Context: an optimization exercise on an open-source flow, tuned for small area. The choices shown serve that exercise and are no tape-out recipe. Function was checked by simulation only, so behaviour that the tests miss may differ from the original. The clock port is modelled as an ideal driver; clocking choices that lean on that would not hold on a real chip.

== oak ==
==> flow/design.v <==
module robocon_core (
    input  wire        clk,
    input  wire        rst,
    input  wire        rx_valid,
    input  wire [7:0]  rx_byte,
    input  wire        iter,
    output wire [17:0] lvl_l,
    output wire [17:0] lvl_r,
    output wire [17:0] lvl_lift,
    output wire [19:0] pw_rot,
    output wire [19:0] pw_chin,
    output wire [7:0]  cmd_ext,
    output wire [7:0]  cmd_chin,
    output wire [7:0]  cmd_rotx,
    output wire [7:0]  cmd_roty,
    output wire [7:0]  cmd_rotz
);
    wire [7:0] e, chin, rot_x;
    rc_framer u_framer (
        .clk      (clk),
        .rst      (rst),
        .rx_valid (rx_valid),
        .rx_byte  (rx_byte),
        .extended (e),
        .chin     (chin),
        .rot_x    (rot_x),
        .rot_y    (cmd_roty),
        .rot_z    (cmd_rotz)
    );
    assign cmd_ext  = e;
    assign cmd_chin = chin;
    assign cmd_rotx = rot_x;
    reg [17:0] l_q, r_q, lift_q;
    reg [19:0] rot_q;
    reg [18:0] chin_q;
    wire       l_m = ~e[6] & ~e[4];             
    wire       l_p = ~e[6] &  e[4];             
    wire       r_m = ~e[6] & ~e[5];             
    wire       r_p =  e[6];                     
    wire       neg_l = ~l_p & (~l_m | ~l_q[17]);
    wire       neg_r = ~r_p & (~r_m | ~r_q[17]);
    wire [3:0] m3_l = l_p ? 4'd9 : l_m ? 4'd6 : 4'd3;
    wire [3:0] m3_r = r_p ? 4'd9 : r_m ? 4'd6 : 4'd3;
    wire [17:0] n_l, n_r;
    rc_wheel u_wl (.c(l_q), .m3(m3_l), .neg(neg_l), .n(n_l));
    rc_wheel u_wr (.c(r_q), .m3(m3_r), .neg(neg_r), .n(n_r));
    wire        lift_p = (e[3:2] == 2'd1);
    wire        lift_n = (e[3:2] == 2'd2);
    wire        neg_lift = lift_n | (~lift_p & ~lift_q[17]);
    wire [18:0] y_lift;
    wire        y_lift_co;
    rc_add #(.W(19)) u_add_lift (
        .a  ({lift_q[17], lift_q}),
        .b  ({lift_n, lift_n, lift_n | lift_p, 16'd0}),
        .ci (neg_lift),
        .s  (y_lift),
        .co (y_lift_co)
    );
    wire [17:0] n_lift = y_lift[18:1];
    wire        rot_min = (rot_x == 8'd0);
    wire [19:0] y_rot;
    wire        y_rot_co;
    rc_add #(.W(20)) u_add_rot (
        .a  (rot_q),
        .b  (rot_min ? 20'd32000 : 20'd153600),
        .ci (rot_min),
        .s  (y_rot),
        .co (y_rot_co)
    );
    wire [21:0] q_rot;
    rc_div5 #(.N(22)) u_div_rot (.x({y_rot, 2'b00}), .q(q_rot));
    wire [19:0] n_rot = q_rot[19:0];
    wire [9:0]  chin3;
    wire        chin3_co;
    rc_add #(.W(10)) u_add_chin3 (.a({2'b00, chin}), .b({1'b0, chin, 1'b0}), .ci(1'b0),
                                  .s(chin3), .co(chin3_co));
    wire [10:0] v_raw;
    wire        v_raw_co;
    rc_add #(.W(11)) u_add_chinv (.a({1'b0, chin3}), .b(11'd1000), .ci(1'b0),
                                  .s(v_raw), .co(v_raw_co));
    wire        chin_clamp = (chin > 8'd200);
    wire [10:0] v_chin = chin_clamp ? 11'd1600 : v_raw;
    wire [10:0] cmp_s;
    wire        neg_chin;
    rc_add #(.W(11)) u_cmp_chin (.a(chin_q[18:8]), .b(~v_chin), .ci(1'b1),
                                 .s(cmp_s), .co(neg_chin));
    wire [18:0] y_chin;
    wire        y_chin_co;
    rc_add #(.W(19)) u_add_chin (.a(chin_q), .b({2'b00, v_chin, 6'd0}), .ci(neg_chin),
                                 .s(y_chin), .co(y_chin_co));
    wire [20:0] q_chin;
    rc_div5 #(.N(21)) u_div_chin (.x({y_chin, 2'b00}), .q(q_chin));
    wire [18:0] n_chin = q_chin[18:0];
    always @(posedge clk) begin
        if (rst) begin
            l_q    <= 18'd0;
            r_q    <= 18'd0;
            lift_q <= 18'd0;
            rot_q  <= 20'd371200;
            chin_q <= 19'd332800;
        end else if (iter) begin
            l_q    <= n_l;
            r_q    <= n_r;
            lift_q <= n_lift;
            rot_q  <= n_rot;
            chin_q <= n_chin;
        end
    end
    assign lvl_l    = l_q;
    assign lvl_r    = r_q;
    assign lvl_lift = lift_q;
    assign pw_rot   = rot_q;
    assign pw_chin  = {1'b0, chin_q};
endmodule
module rc_framer (
    input  wire       clk,
    input  wire       rst,
    input  wire       rx_valid,
    input  wire [7:0] rx_byte,
    output reg  [7:0] extended,
    output reg  [7:0] chin,
    output reg  [7:0] rot_x,
    output reg  [7:0] rot_y,
    output reg  [7:0] rot_z
);
    reg [2:0] offset;
    reg [7:0] csum;
    reg [7:0] pool1, pool2, pool3, pool4, pool5;
    wire [2:0] eff_offset = (rx_byte == 8'hFF) ? 3'd0 : offset;
    wire accept = (csum == rx_byte) || (csum == 8'hFF && rx_byte == 8'hFE);
    wire commit = rx_valid && eff_offset == 3'd6 && accept;
    wire [7:0] csum_sum;
    wire       csum_co;
    rc_add #(.W(8)) u_csum (.a(csum), .b(rx_byte), .ci(1'b0), .s(csum_sum), .co(csum_co));
    always @(posedge clk) begin
        if (rst)
            offset <= 3'd0;
        else if (rx_valid)
            offset <= (eff_offset == 3'd6) ? 3'd0 :
                      {eff_offset[2] ^ (eff_offset[1] & eff_offset[0]),
                       eff_offset[1] ^ eff_offset[0], ~eff_offset[0]};
    end
    always @(posedge clk) begin
        if (rx_valid) begin
            case (eff_offset)
                3'd0: csum <= 8'd0;
                3'd6: ;
                default: csum <= csum_sum;
            endcase
            pool1 <= pool2;
            pool2 <= pool3;
            pool3 <= pool4;
            pool4 <= pool5;
            pool5 <= rx_byte;
        end
    end
    always @(posedge clk) begin
        if (rst) begin
            extended <= 8'h00;
            chin     <= 8'h00;
            rot_x    <= 8'h00;
            rot_y    <= 8'h00;
            rot_z    <= 8'h00;
        end else if (commit) begin
            extended <= pool1;
            if (!pool1[1]) begin
                chin  <= pool2;
                rot_y <= pool3;
                rot_x <= pool4;
                rot_z <= pool5;
            end
        end
    end
endmodule
module rc_div5 #(
    parameter integer N = 20
) (
    input  wire [N-1:0] x,
    output wire [N-1:0] q
);
    wire [2:0] r [0:N];
    assign r[N] = 3'b000;
    genvar i;
    generate
        for (i = N - 1; i >= 0; i = i - 1) begin : g_st
            wire v0 = r[i+1][0], v1 = r[i+1][1], v2 = r[i+1][2], b = x[i];
            wire g0 = ~(v0 | v2 | b);
            wire g1 = ~((v2 & b) | v0);
            wire g2 = ~((v0 & b) | v1);
            assign q[i] = (v1 & b) | v2;
            assign r[i] = {~((v0 & v1 & b) | g2), ~((v0 & b) | g1), ~((v0 & b) | v1 | g0)};
        end
    endgenerate
endmodule
module rc_add #(
    parameter integer W = 8
) (
    input  wire [W-1:0] a,
    input  wire [W-1:0] b,
    input  wire         ci,
    output wire [W-1:0] s,
    output wire         co
);
    wire [W:0] c;
    assign c[0] = ci;
    genvar i;
    generate
        for (i = 0; i < W; i = i + 1) begin : g_bit
            assign s[i]   = a[i] ^ b[i] ^ c[i];
            assign c[i+1] = (a[i] & b[i]) | (c[i] & (a[i] ^ b[i]));
        end
    endgenerate
    assign co = c[W];
endmodule
module rc_wheel (
    input  wire [17:0] c,
    input  wire [3:0]  m3,
    input  wire        neg,
    output wire [17:0] n
);
    wire [17:0] co = {~c[17], c[16:0]};
    wire [5:0] hi;
    wire       hi_co;
    rc_add #(.W(6)) u_hi (.a({1'b0, co[17:13]}), .b({2'b00, m3}), .ci(1'b0), .s(hi), .co(hi_co));
    wire [20:0] x;
    wire        x_co;
    rc_add #(.W(21)) u_x (.a({hi[4:0], co[12:0], 3'b000}), .b({3'b111, ~co}), .ci(~neg),
                          .s(x), .co(x_co));
    wire [19:0] q;
    rc_div5 #(.N(20)) u_div (.x(x[20:1]), .q(q));
    wire [17:0] s;
    wire        s_co;
    rc_add #(.W(18)) u_inc (.a(q[17:0]), .b(18'd0), .ci(neg), .s(s), .co(s_co));
    assign n = {~s[17], s[16:0]};
endmodule
clock: 25.0 ns
lec_check: 0
abc_area: 1
cap_margin: 20
core_margin: 2
core_utilization: 40
slew_margin: 20
standard.sh (not shown) runs the stock make flow with config.mk's settings and CLKGATE_MAP_FILE= SYNTH_SCRIPT=/design/flow/synth_recipe.tcl, a recipe that flattens the netlist after the stock synthesis.
==> flow/flow/run.sh <==
#!/bin/bash
# Layout flow: the standard flow (standard.sh), with these changes:
#  - synthesis is the standard flow's own script (flow/my_synth.tcl sources ORFS synth.tcl
#    exactly as synth_recipe.tcl does) with only the combinational mapping
#    changed: no adder-cell extraction, and an area-oriented ABC script
#    (flow/abc_map.script). Registers are mapped as in the standard synthesis.
#  - the port buffers that placement puts on every input and output are
#    sky130_fd_sc_hd__buf_1;
#  - clock tree: clkbuf_8 buffers and no dummy loads; after CTS, any clkbuf_8
#    leaf that drives more than 16 sinks is upsized to clkbuf_16
#    (flow/fix_cts.tcl) to keep flip-flop clock slews low.
# Each step's output goes to a log file of its own in this folder.
set -euo pipefail
W=$PWD
R=$W/orfs/results/$FLOW_PLATFORM/robocon_core/base
export MY_ABC_SCRIPT=$W/flow/abc_map.script
export CTS_ARGS="-sink_clustering_enable -repair_clock_nets -buf_list sky130_fd_sc_hd__clkbuf_8 -dont_use_dummy_load"
PB="BUFFER_PORTS_ARGS=-buffer_cell sky130_fd_sc_hd__buf_1"
bash standard.sh SYNTH_SCRIPT=$W/flow/my_synth.tcl ADDER_MAP_FILE= synth > synth.log 2>&1
bash standard.sh "$PB" cts > place_cts.log 2>&1
ODB=$R/4_cts.odb MAXFO=16 openroad -no_init -exit $W/flow/fix_cts.tcl > fix_cts.log 2>&1
bash standard.sh "$PB" finish > route_finish.log 2>&1
==> flow/flow/abc_map.script <==
strash
balance
resub -K 6
rewrite
resub -K 6 -N 2
refactor
resub -K 8
balance
resub -K 8 -N 2
rewrite
resub -K 10
rewrite -z
resub -K 10 -N 2
balance
resub -K 12
refactor -z
resub -K 12 -N 2
rewrite -z
balance
balance
resub -K 6
rewrite
resub -K 6 -N 2
refactor
resub -K 8
balance
resub -K 8 -N 2
rewrite
resub -K 10
rewrite -z
resub -K 10 -N 2
balance
resub -K 12
refactor -z
resub -K 12 -N 2
rewrite -z
balance
&get -n
&deepsyn -T 60
&put
balance
resub -K 6
rewrite
resub -K 6 -N 2
refactor
resub -K 8
balance
resub -K 8 -N 2
rewrite
resub -K 10
rewrite -z
resub -K 10 -N 2
balance
resub -K 12
refactor -z
resub -K 12 -N 2
rewrite -z
balance
dc2
dch -f
amap
topo
strash
balance
resub -K 6
rewrite
resub -K 6 -N 2
refactor
resub -K 8
balance
resub -K 8 -N 2
rewrite
resub -K 10
rewrite -z
resub -K 10 -N 2
balance
resub -K 12
refactor -z
resub -K 12 -N 2
rewrite -z
balance
dc2
dch -f
amap
topo
strash
balance
resub -K 6
rewrite
resub -K 6 -N 2
refactor
resub -K 8
balance
resub -K 8 -N 2
rewrite
resub -K 10
rewrite -z
resub -K 10 -N 2
balance
resub -K 12
refactor -z
resub -K 12 -N 2
rewrite -z
balance
dc2
dch -f
amap
topo
Other scripts of this flow, unchanged in this note and not shown: flow/flow/fix_cts.tcl, flow/flow/my_synth.tcl
oak has completed all stages; timing, DRC and antenna checks passed.
Input changes introduced in pine (baseline for comparison: oak):
Settings: CORE_UTILIZATION: 40 -> 65.
diff --git a/flow/flow/abc_map.script b/flow/flow/abc_map.script
--- a/flow/flow/abc_map.script
+++ b/flow/flow/abc_map.script
@@ -84,25 +84,2 @@
 amap
 topo
-strash
-balance
-resub -K 6
-rewrite
-resub -K 6 -N 2
-refactor
-resub -K 8
-balance
-resub -K 8 -N 2
-rewrite
-resub -K 10
-rewrite -z
-resub -K 10 -N 2
-balance
-resub -K 12
-refactor -z
-resub -K 12 -N 2
-rewrite -z
-balance
-dc2
-dch -f
-amap
-topo
==> comparison <==
Diff oak -> pine: wire length per cell after detailed routing lost about 0.8%, gate count after technology mapping went up by 11.
Compared oak against pine; synthesized-area fraction occupied by and/or/nand/nor cells within noise.
In the tables for oak and pine, die area reads lower with pine.
Per the comparison of pine with oak, via count of the first global-routing pass went up, met1 demand-to-capacity share in global routing increased 13 points, net total in the final layout higher.
On count of different cell masters after synthesis, pine tracks oak almost exactly.
NOTE: setup slack in pine falls short of that of oak


Setup of build 51:
// robocon_core: RTL as listed in full above, without the edits since
Settings: LEC_CHECK=0, ABC_AREA=1, CAP_MARGIN=20, CORE_MARGIN=2, CORE_UTILIZATION=40, SLEW_MARGIN=20; clock period 25.0 ns.
==> flow/flow/abc_map.script <==
strash
balance
resub -K 6
rewrite
resub -K 6 -N 2
refactor
resub -K 8
balance
resub -K 8 -N 2
rewrite
resub -K 10
rewrite -z
resub -K 10 -N 2
balance
resub -K 12
refactor -z
resub -K 12 -N 2
rewrite -z
balance
balance
resub -K 6
rewrite
resub -K 6 -N 2
refactor
resub -K 8
balance
resub -K 8 -N 2
rewrite
resub -K 10
rewrite -z
resub -K 10 -N 2
balance
resub -K 12
refactor -z
resub -K 12 -N 2
rewrite -z
balance
&get -n
&deepsyn -T 60
&put
balance
resub -K 6
rewrite
resub -K 6 -N 2
refactor
resub -K 8
balance
resub -K 8 -N 2
rewrite
resub -K 10
rewrite -z
resub -K 10 -N 2
balance
resub -K 12
refactor -z
resub -K 12 -N 2
rewrite -z
balance
dc2
dch -f
amap
topo
strash
balance
resub -K 6
rewrite
resub -K 6 -N 2
refactor
resub -K 8
balance
resub -K 8 -N 2
rewrite
resub -K 10
rewrite -z
resub -K 10 -N 2
balance
resub -K 12
refactor -z
resub -K 12 -N 2
rewrite -z
balance
dc2
dch -f
amap
topo
==> flow/flow/fix_cts.tcl <==
# Upsize clock-tree leaf buffers (clkbuf_8) that drive more than MAXFO sinks
# to clkbuf_16, so that every flip-flop clock pin keeps a sharp edge; then
# legalise the placement again.
read_db $::env(ODB)
set db [ord::get_db]
set block [[$db getChip] getBlock]
set big [$db findMaster sky130_fd_sc_hd__clkbuf_16]
set n 0
foreach inst [$block getInsts] {
  if {[[$inst getMaster] getName] ne "sky130_fd_sc_hd__clkbuf_8"} { continue }
  foreach it [$inst getITerms] {
    if {[$it isOutputSignal]} {
      set net [$it getNet]
      if {$net eq "NULL" || $net eq ""} { continue }
      set fo [expr {[llength [$net getITerms]] - 1}]
      if {$fo > $::env(MAXFO)} {
        puts "upsize [$inst getName] fanout $fo"
        $inst swapMaster $big
        incr n
      }
    }
  }
}
puts "upsized $n clock buffers"
detailed_placement
check_placement -verbose
write_db $::env(ODB)
==> flow/flow/my_synth.tcl <==
proc synth {args} { yosys synth -nofsm -noshare {*}$args }
set fh [open $::env(SCRIPTS_DIR)/synth.tcl r]
set body [read $fh]
close $fh
set hook {source $::env(SCRIPTS_DIR)/synth_preamble.tcl}
if {[string first $hook $body] < 0} { error "synth.tcl hook not found" }
set body [string map [list $hook "$hook\nset abc_args \[lreplace \$abc_args 1 1 \$::env(MY_ABC_SCRIPT)\]"] $body]
eval $body
# left out here: clear keep_hierarchy, flatten, clean up, hide names made inside functions, write 1_2_yosys.v
Scripts as last shown in full above: flow/flow/run.sh
Having completed the whole flow, build 51 delivered a layout that passed the timing, DRC and antenna checks.
Input changes introduced in build 9 (baseline for comparison: build 51):
Settings: CORE_UTILIZATION now 80, was 40.
-- flow/flow/abc_map.script --
<<< build 51, line 85
topo
>>> build 9, line 85
topo
strash
balance
resub -K 6
rewrite
resub -K 6 -N 2
refactor
resub -K 8
balance
resub -K 8 -N 2
rewrite
resub -K 10
rewrite -z
resub -K 10 -N 2
balance
resub -K 12
refactor -z
resub -K 12 -N 2
rewrite -z
balance
dc2
dch -f
amap
topo
Notes after the runs:
- FAIL build 9 @ global placement: tool exited with error
- Between build 9 and build 51, the difference in area share of and/or/nand/nor cells after synthesis is negligible.
- In build 9 the number of placement rows turned out 18 lower than in build 51.
- Compound-gate portion of the synthesized area delta (build 9 -> build 51): insignificant
- On number of standard cells after synthesis: between build 9 and build 51, it ends up lower for build 9.
- What build 51 reported for die boundary height has to be multiplied by 0.71 to get the figure for build 9.
- Post-synthesis instance area, build 9 and build 51: higher on build 51
> inputs changed (build 9 -> build 91)
Settings: changing CORE_UTILIZATION from 80 to 40.
==> flow/flow/run.sh <==
#!/bin/bash
# Layout flow: the standard flow (standard.sh), with these changes:
#  - synthesis is the standard flow's own script (flow/my_synth.tcl sources ORFS synth.tcl
#    exactly as synth_recipe.tcl does) with only the combinational mapping
#    changed: no full-adder extraction, and an area-oriented ABC script
#    (flow/abc_map.script). Registers are mapped as in the standard synthesis.
#  - the port buffers that placement puts on every input and output are
#    sky130_fd_sc_hd__buf_1;
#  - clock tree: clkbuf_8 buffers and no dummy loads.
# Each step's output goes to a log file of its own in this folder.
set -euo pipefail
W=$PWD
export MY_ABC_SCRIPT=$W/flow/abc_map.script
bash standard.sh SYNTH_SCRIPT=$W/flow/my_synth.tcl ADDER_MAP_FILE= synth > synth.log 2>&1
export CTS_ARGS="-sink_clustering_enable -repair_clock_nets -dont_use_dummy_load"
bash standard.sh "BUFFER_PORTS_ARGS=-buffer_cell sky130_fd_sc_hd__buf_1" finish > layout.log 2>&1
-- flow/flow/abc_map.script --
<<< build 9, line 58
balance
dc2
dch -f
>>> build 91, line 58
balance
dch -f
<<< build 9, line 62
topo
strash
balance
resub -K 6
rewrite
resub -K 6 -N 2
refactor
resub -K 8
balance
resub -K 8 -N 2
rewrite
resub -K 10
rewrite -z
resub -K 10 -N 2
balance
resub -K 12
refactor -z
resub -K 12 -N 2
rewrite -z
balance
dc2
dch -f
amap
topo
strash
balance
resub -K 6
rewrite
resub -K 6 -N 2
refactor
resub -K 8
balance
resub -K 8 -N 2
rewrite
resub -K 10
rewrite -z
resub -K 10 -N 2
balance
resub -K 12
refactor -z
resub -K 12 -N 2
rewrite -z
balance
dc2
dch -f
amap
topo
>>> build 91, line 61
topo
removed: flow/flow/fix_cts.tcl
==> comparison <==
- Build 91 reached the final stage; the timing, DRC and antenna checks on its layout passed.
- Build 91 vs build 9 — height of the chip rose about 40%.
- [compare] base=build 9 new=build 91: post-synth design cell area went up by about 0.9%; die span in x now sits higher; row count up 43%; number of nets in the synthesized netlist picked up an extra 2.0%.
- Diff build 9 -> build 91: area fraction in and, or, nand and nor cells after synthesis increased by 0.40 points relative to the old numbers; synthesized cell count increased by 30 relative to the old numbers.

## afterwards: timing with drivers on the ports
No port has a modelled driver above. Below, the same layouts with a new extraction and two added sets of constraints. Step 1 assumes that a clkbuf_16 drives the clock port and a buf_2 every other input. Step 2 moves the port delays by t, midway between the first and last clock arrival at a register: inputs arrive t later, outputs are due t later. That takes back most of the time a late clock gives input paths. a / b / c = no drivers / after step 1 / after step 2; a / b = the first two.
run | shift t [ns] | setup slack, ns | latest minus earliest clock arrival (ns) | slew at the worst register clock pin (ns) | cell pins on the clock port's net
oak | 0.488 | 10.487 / 10.487 / 10.487 | 0.048 / 0.048 | 0.11 / 0.11 | 1
pine | 0.498 | 10.222 / 10.222 / 10.222 | 0.022 / 0.022 | 0.09 / 0.09 | 1
build 51 | 0.508 | 10.293 / 10.293 / 10.293 | 0.043 / 0.043 | 0.12 / 0.12 | 1
build 91 | 0.474 | 10.140 / 10.140 / 10.140 | 0.044 / 0.045 | 0.09 / 0.09 | 1
After both steps every run listed still meets setup and hold.
